Background: an optimization exercise with open tools, aiming at small area. Do not read the settings as production practice. Function was checked by simulation only, so behaviour that the tests miss may differ from the original. No activity file was given, so power comes from the tool's default toggle rates.

==> design.v <==
module isp_result_encoder (
    input  wire       c_inv,
    input  wire       c_tmo,
    input  wire       c_flt,
    output reg  [1:0] result
);
    localparam [1:0] R_SUCCESS = 2'd0,
                     R_TIMEOUT = 2'd1,
                     R_HWFAULT = 2'd2,
                     R_INVALID = 2'd3;
    always @(*) begin
        if (c_inv)
            result = R_INVALID;
        else if (c_tmo)
            result = R_TIMEOUT;
        else if (c_flt)
            result = R_HWFAULT;
        else
            result = R_SUCCESS;
    end
endmodule
module isp_flash_programmer (
    input  wire        clk,
    input  wire        rst,           
    input  wire        req_valid,
    output wire        req_ready,
    input  wire [2:0]  req_op,
    input  wire [31:0] req_addr,
    input  wire [31:0] req_arg,
    output wire        rsp_valid,
    input  wire        rsp_ready,
    output wire [1:0]  rsp_result,
    output wire [31:0] rsp_rdata,
    output wire [1:0]  rsp_verdict,
    output wire        busy,
    output wire        bus_en,
    output wire        bus_we,
    output wire [2:0]  bus_reg,
    output wire [31:0] bus_wdata,
    input  wire [31:0] bus_rdata
);
    localparam [31:0] SPECIAL_ERASE_ADDR = 32'h0020_0000;
    localparam [31:0] ERASE_UNLOCK_KEY   = 32'h0055_AA03;
    localparam [31:0] ALL1_YES           = 32'hA11F_FFFF;
    localparam [31:0] ALL1_NO            = 32'hA110_0000;
    localparam [3:0] S_CMD   = 4'b0000,
                     S_ADDR  = 4'b0001,
                     S_WDATA = 4'b0010,
                     S_TRIG  = 4'b0011,
                     S_POLL  = 4'b0100,
                     S_RFAIL = 4'b0101,
                     S_IDLE  = 4'b0110,
                     S_RESP  = 4'b0111,
                     S_RDATA = 4'b1010,
                     S_WFAIL = 4'b1101;
    reg [3:0]  st;
    reg [1:0]  kind;
    reg        sub;
    reg [1:0]  cnt;
    reg [1:0]  res;
    reg [1:0]  ver;
    reg [31:2] addr;
    reg [31:0] data;
    wire s_idle  = (st == S_IDLE);
    wire s_cmd   = (st == S_CMD);
    wire s_addr  = (st == S_ADDR);
    wire s_wdata = (st == S_WDATA);
    wire s_trig  = (st == S_TRIG);
    wire s_poll  = (st == S_POLL);
    wire s_rfail = (st == S_RFAIL);
    wire s_wfail = (st == S_WFAIL);
    wire s_rdata = (st == S_RDATA);
    wire s_resp  = (st == S_RESP);
    wire q_page = (req_addr[8:0] == 9'd0);
    wire q_word = (req_addr[1:0] == 2'd0);
    wire q_parg = (req_arg[8:0] == 9'd0);
    reg  q_ok;
    always @(*) begin
        case (req_op)
            3'd0:    q_ok = q_page;
            3'd1:    q_ok = q_word;
            3'd2:    q_ok = q_word;
            3'd3:    q_ok = q_page & q_parg;
            3'd4:    q_ok = q_page & q_parg;
            default: q_ok = 1'b0;
        endcase
    end
    wire q_erase = (req_op == 3'd0);
    wire is_special = ({addr, 2'b00} == SPECIAL_ERASE_ADDR);
    wire has_data   = (kind == 2'd0) ? (sub | is_special) : (kind == 2'd3);
    wire rd_busy = bus_rdata[0];
    wire rd_fail = bus_rdata[6];
    wire hi_ok   = (bus_rdata[31:20] == ALL1_YES[31:20]);
    wire rd_yes  = hi_ok & (&bus_rdata[19:0]);
    wire rd_no   = hi_ok & ~(|bus_rdata[19:0]);
    wire last    = (cnt == 2'd0);
    always @(posedge clk) begin
        if (rst) begin
            st <= S_IDLE;
        end else begin
            case (st)
                S_IDLE: if (req_valid) begin
                    case (req_op)
                        3'd0: begin kind <= 2'd0; sub <= 1'b0; end
                        3'd1: begin kind <= 2'd1; sub <= 1'b0; end
                        3'd2: begin kind <= 2'd0; sub <= 1'b1; end
                        3'd3: begin kind <= 2'd3; sub <= 1'b0; end
                        default: begin kind <= 2'd3; sub <= 1'b1; end
                    endcase
                    res <= 2'd3;
                    ver <= 2'd0;
                    st  <= q_ok ? S_CMD : S_RESP;
                end
                S_CMD:   st <= S_ADDR;
                S_ADDR:  st <= has_data ? S_WDATA : S_TRIG;
                S_WDATA: st <= S_TRIG;
                S_TRIG: begin
                    if (kind != 2'd2) cnt <= 2'd3;
                    st <= S_POLL;
                end
                S_POLL: begin
                    if (!rd_busy) begin
                        case (kind)
                            2'd0: st <= S_RFAIL;
                            2'd3: begin
                                kind <= sub ? 2'd2 : 2'd1;
                                sub  <= 1'b1;
                                cnt  <= 2'd3;
                                st   <= S_CMD;
                            end
                            default: st <= S_RDATA;
                        endcase
                    end else if (last) begin
                        res <= (kind == 2'd2) ? 2'd2 : 2'd1;
                        st  <= S_RESP;
                    end else begin
                        cnt <= cnt - 2'd1;
                    end
                end
                S_RFAIL: begin
                    res <= 2'd0;
                    st  <= rd_fail ? S_WFAIL : S_RESP;
                end
                S_WFAIL: begin
                    res <= 2'd2;
                    st  <= S_RESP;
                end
                S_RDATA: begin
                    res <= 2'd0;
                    if (kind == 2'd2) begin
                        if (rd_yes) begin
                            ver <= 2'd1;
                            st  <= S_RESP;
                        end else if (rd_no) begin
                            ver <= 2'd2;
                            st  <= S_RESP;
                        end else if (last) begin
                            res <= 2'd2;
                            st  <= S_RESP;
                        end else begin
                            cnt <= cnt - 2'd1;
                            st  <= S_CMD;
                        end
                    end else begin
                        st <= S_RESP;
                    end
                end
                S_RESP: if (rsp_ready) st <= S_IDLE;
                default: st <= S_IDLE;
            endcase
        end
    end
    always @(posedge clk)
        if (s_idle) addr <= req_addr[31:2];
    wire d_hold = s_cmd | s_addr | s_wdata | s_trig | s_resp;
    wire d_arg  = s_idle & ~q_erase;
    wire d_cap  = s_rfail | s_rdata;
    wire d_ones = s_poll | s_wfail | (s_rfail & ~rd_fail) | (s_rdata & (kind == 2'd2)) |
                  (s_idle & ~q_ok);
    wire d_key  = s_idle & q_erase;
    always @(posedge clk)
        data <= ({32{d_hold}} & data) | ({32{d_arg}} & req_arg) | ({32{d_cap}} & bus_rdata) |
                {32{d_ones}} | ({32{d_key}} & ERASE_UNLOCK_KEY);
    reg [5:0] code;
    always @(*) begin
        case ({kind, sub})
            3'b000: code = 6'h22;
            3'b001: code = 6'h21;
            3'b010: code = 6'h00;
            3'b011: code = 6'h0D;
            3'b100: code = 6'h08;
            3'b101: code = 6'h08;
            3'b110: code = 6'h2D;
            default: code = 6'h28;
        endcase
    end
    assign bus_en    = ~rst & ~(st[2] & st[1]);
    assign bus_we    = ~(st[3] ^ st[2]);
    assign bus_reg   = st[2:0];
    assign bus_wdata = ({32{s_addr}} & {addr, 2'b00}) | ({32{s_wdata | s_wfail}} & data) |
                       ({32{s_cmd}} & {26'd0, code}) | {31'd0, s_trig};
    assign req_ready   = s_idle;
    assign busy        = ~s_idle;
    assign rsp_valid   = s_resp;
    assign rsp_result  = res;
    assign rsp_verdict = ver;
    assign rsp_rdata   = data;
endmodule
==> run.sh <==
#!/bin/bash
# synth_recipe.tcl (not shown) runs the flow's synth.tcl, then flattens the netlist and writes it again
# the make line also repeats each setting of config.mk as NAME=value (left out here)
make -C /OpenROAD-flow-scripts/flow DESIGN_CONFIG=/design/flow/config.mk WORK_HOME=/design/flow/orfs CLKGATE_MAP_FILE= SYNTH_SCRIPT=/design/flow/synth_recipe.tcl finish
==> config.mk <==
export PLATFORM = sky130hd
export DESIGN_NAME = isp_flash_programmer
export DESIGN_NICKNAME = isp_flash_programmer
export VERILOG_FILES = /design/flow/design.v
export SDC_FILE = /design/flow/constraint.sdc
export NUM_CORES = 4
export LEC_CHECK = 0
export CAP_MARGIN = 20
export CORE_MARGIN = 2
export CORE_UTILIZATION = 40
export SLEW_MARGIN = 20
==> constraint.sdc <==
create_clock -name core_clock -period 5.0 [get_ports {clk}]
set_input_delay 1.0000 -clock core_clock [delete_from_list [all_inputs] [get_ports {clk}]]
set_output_delay 1.0000 -clock core_clock [all_outputs]
set_load 0.01 [all_outputs]
==> impl_metrics.tcl <==
set metrics [dict create \
    muxShareOfSynthArea_pct 0 \
    die_w_um 101 \
    min-delay-start "data[30]$_DFF_P_" \
    worstSetupStartpointType "register" \
    ys_types 51 \
    syn-mean-instance-area_um2 10.1 \
    grt_usage_pct 27.4 \
    seq_area_frac_synth_pct 49.8 \
    syn_area_um2 3800 \
    ant_nets 0 \
    ys_seq_elements 75 \
    switching_share_pct 38.0 \
    pin_count 179 \
    post-cts-setup-buffers 0 \
    clock-sinks 75 \
    yosysWarnings 1 \
    stdcell_area_um2 5890 \
    worst_r2r_path_depth 7 \
    skew_ns 0.0110 \
    r2r_end "ver[0]$_SDFFCE_PN0P_" \
    tightest_slew_ns 0.722 \
    end_kind "output port" \
    worst_hold_path_type "register to register" \
    slew_violations 0 \
    grt_pass1_vias 3932 \
    synthArstFlopShare_pct 0 \
    clk_path_buf_depth 2 \
    insertedDiodeCount 0 \
    intPower_mw 1.80 \
    viasPerCell 5.85 \
    fmax_mhz 247 \
    relSlewSlack_pct 51.8 \
    dp_cells 664 \
    final-hold-violation-count 0 \
    cp_max_fo 17 \
    drt-total-wl_um 14100 \
    rrSetupSlack_ns 2.30 \
    cts_root_buf "clkbuf_8" \
    dr.pass1.iters 9 \
    area_growth_pct 55.1 \
    critPathRequiredTime_ns 4.00 \
    wl_per_cell_um 20.8 \
    grt_antenna_before_repair 0 \
    synth_top_family_by_area "compound AO/OA/AOI/OAI gates" \
    p_leak_nw 2.11 \
    grt_pass1_wl_um 21100 \
    p_switching_mw 1.11 \
    cts_tree "built" \
    yosys_most_used_dff "edfxtp_1" \
    dp_hpwl_um 10600 \
    p_clk_share_pct 16.7 \
    cts_buffers 9 \
    setup_violations 0 \
    powerDensity_nw_per_um2 494 \
    worstHoldEndpoint "data[30]$_DFF_P_" \
    power_frac_seq_pct 38.9 \
    synth-compound-area-share_pct 26.0 \
    clk_pin_slew_ns 0.08 \
    synth_adder_area_share_pct 2.30 \
    grt_max_degree 33 \
    dr.first_iter.drc_count 369 \
    vias 3976 \
    synth_cells 378 \
    insertion_delay_ns 0.35 \
    die-area_um2 10300 \
    fin_setup_tns_ns 0 \
    stdcell_count 680 \
    synth-edff-count 39 \
    power_mw 2.91 \
    hold_buffers 0 \
    gp_congestion 0.900 \
    overflow 0 \
    die_y_um 101 \
    rr_startpoint "st[3]$_SDFFE_PP0P_" \
    criticalPathCategory "register to output port" \
    status "finished clean" \
    fin_nets 656 \
    drc_errors 0 \
    rows 35 \
    rsz0062_at_grt "false" \
    period_minus_slack_ns 4.05 \
    drv_cap 0 \
    fin_crit_sh_pct 81.0 \
    ctsResizeCount 0 \
    holdPathStages 2 \
    cp_data_arrival_time_ns 3.05 \
    placed_area_um2 5690 \
    portBuffers 178 \
    synth-xor-area-share_pct 0.691 \
    ir_drop_uv 193 \
    combPwrFrac_pct 44.4 \
    yosys.area_share.simple_pct 16.5 \
    ctsHtreeMaxLevel 3 \
    syn_nets 488 \
    drive_gt1_share_pct 5.99 \
    core_um2 9240 \
    initial_utilization_pct 41.1 \
]
==> synth_stat cells, types with 4 or more instances <==
master / number / area (um^2)
a22o_1: 29 / 254
edfxtp_1: 39 / 1170
nand4_1: 7 / 43.8
dfxtp_1: 36 / 721
a21oi_1: 18 / 90.1
a222oi_1: 32 / 320
nor4_1: 13 / 81.3
nor4b_1: 4 / 35.0
nor3_1: 10 / 50.1
nor2_1: 24 / 90.1
inv_1: 14 / 52.6
o21ai_0: 11 / 55.1
clkbuf_1: 21 / 78.8
ha_1: 7 / 87.6
nand3_1: 7 / 35.0
nand2_1: 49 / 184
==> power by group through the flow <==
stage	sequential, mW	combinational, mW	clock (mW)
after detailed placement	1.14	1.28	0
after global placement	1.14	1.27	0
after floorplan	1.12	0.646	0
after CTS	1.13	1.29	0.492
after global routing	1.16	1.40	0.511
final	1.13	1.29	0.485
==> worst max path at each step <==
stage | startpoint | to | slack (ns) | cells after the start
2_1_floorplan | st[2]$_SDFFE_PP1P_ | bus_wdata[21] | 2.19 | 7
3_3_place_gp | st[2]$_SDFFE_PP1P_ | bus_wdata[18] | 1.45 | 7
3_5_place_dp | st[2]$_SDFFE_PP1P_ | bus_wdata[19] | 1.35 | 7
4_1_cts | st[2]$_SDFFE_PP1P_ | bus_wdata[18] | 0.95 | 7
5_1_grt | st[3]$_SDFFE_PP0P_ | bus_wdata[31] | 0.79 | 7
6_report | st[2]$_SDFFE_PP1P_ | bus_wdata[18] | 0.95 | 7
==> metrics by stage <==
stage / hold slack [ns] / util, % / worst slack [ns]
final: 0.531 / 63.8 / 0.948
after global routing: 0.570 / 63.8 / 0.791
after CTS: 0.532 / 63.8 / 0.946
after detailed placement: 0.512 / 61.6 / 1.35
after global placement: 0.514 / 61.6 / 1.45
after floorplan: 0.546 / - / 2.19
==> cells in the final DEF, fill, tap and decap left out, drive strengths merged, types with 3 or more instances in the layout <==
cell,count
nand3b,3
a22o,29
clkdlybuf4s50,178
o21ai,12
clkinvlp,3
a22oi,3
a222oi,32
buf,9
a21oi,18
clkbuf,10
nand3,7
inv,16
nand4,7
nor2,24
nor4,13
nor3,12
nor4b,4
ha,7
nand2b,3
dfxtp,36
o31ai,3
nand2,49
edfxtp,39
==> cells by family (layout without fill, tap and decap cells) <==
logic type               count (synthesis)  count (layout)
XOR/XNOR                                 3               3
adder cells (fa/ha/maj)                  7               7
AO/OA/AOI/OAI                          121             121
buffers and inverters                   44             217
flip-flops                              75              75
AND/OR/NAND/NOR                        128             128
==> layout make-up <==
cell class              count  area (um^2)
clock buffers              10          128
clock inverters             6         72.6
fillers                   788         3350
inverters                  14         52.6
multi-input cells         259         1740
flip-flops and latches     75         1890
well taps                 129          161
repair buffers            187         1850
==> worst max-delay path, stage by stage, from the launching register on <==
cell             delay, ns
dfxtp_1               0.37
inv_1                 0.11
ha_1                  0.40
nand2_1               0.18
o21ai_2               0.60
buf_4                 0.34
a22o_1                0.18
clkdlybuf4s50_1       0.53
==> routing by layer <==
| layer | track usage (%) | share of wire [%] |
|---|---|---|
| met3 | 7.52 | 9.7 |
| met2 | 45.0 | 48 |
| met1 | 34.2 | 40 |
| met4 | 10.9 | 2.9 |
| met5 | 0 | 0 |
==> sequential cells by signal, indices dropped and copies added (netlist names) <==
signal,cells
st,4
kind,2
sub,1
ver,2
res,2
addr,30
cnt,2
data,32

-- static timing again, ports no longer ideal --
The results above use ideal ports. As a check the final layout listed here was re-extracted and re-timed, cells and wires unchanged.
Step 1 sets driving cells, clkbuf_16 on the clock port and buf_2 on the other inputs (assumed; they add their load-dependent delay and slew).
Step 2, shift: input delay + t, output delay - t, t = (earliest + latest rising clock arrival at the registers) / 2. This alone moves slack from input paths to output paths.
Slacks: ideal / step 1 / step 2; pairs: ideal / step 1.
t, ns: 0.378
setup WS [ns]: 0.948 / 0.915 / 1.292
hold slack, ns: 0.531 / 0.531 / 0.531
clock arrival spread, ns: 0.014 / 0.015
worst slew at a driven data input, ns: 0.06
After both steps this run still meets setup and hold. For this run, drivers alone change the setup slack by -0.033 ns; drivers and shift together by +0.344 ns.
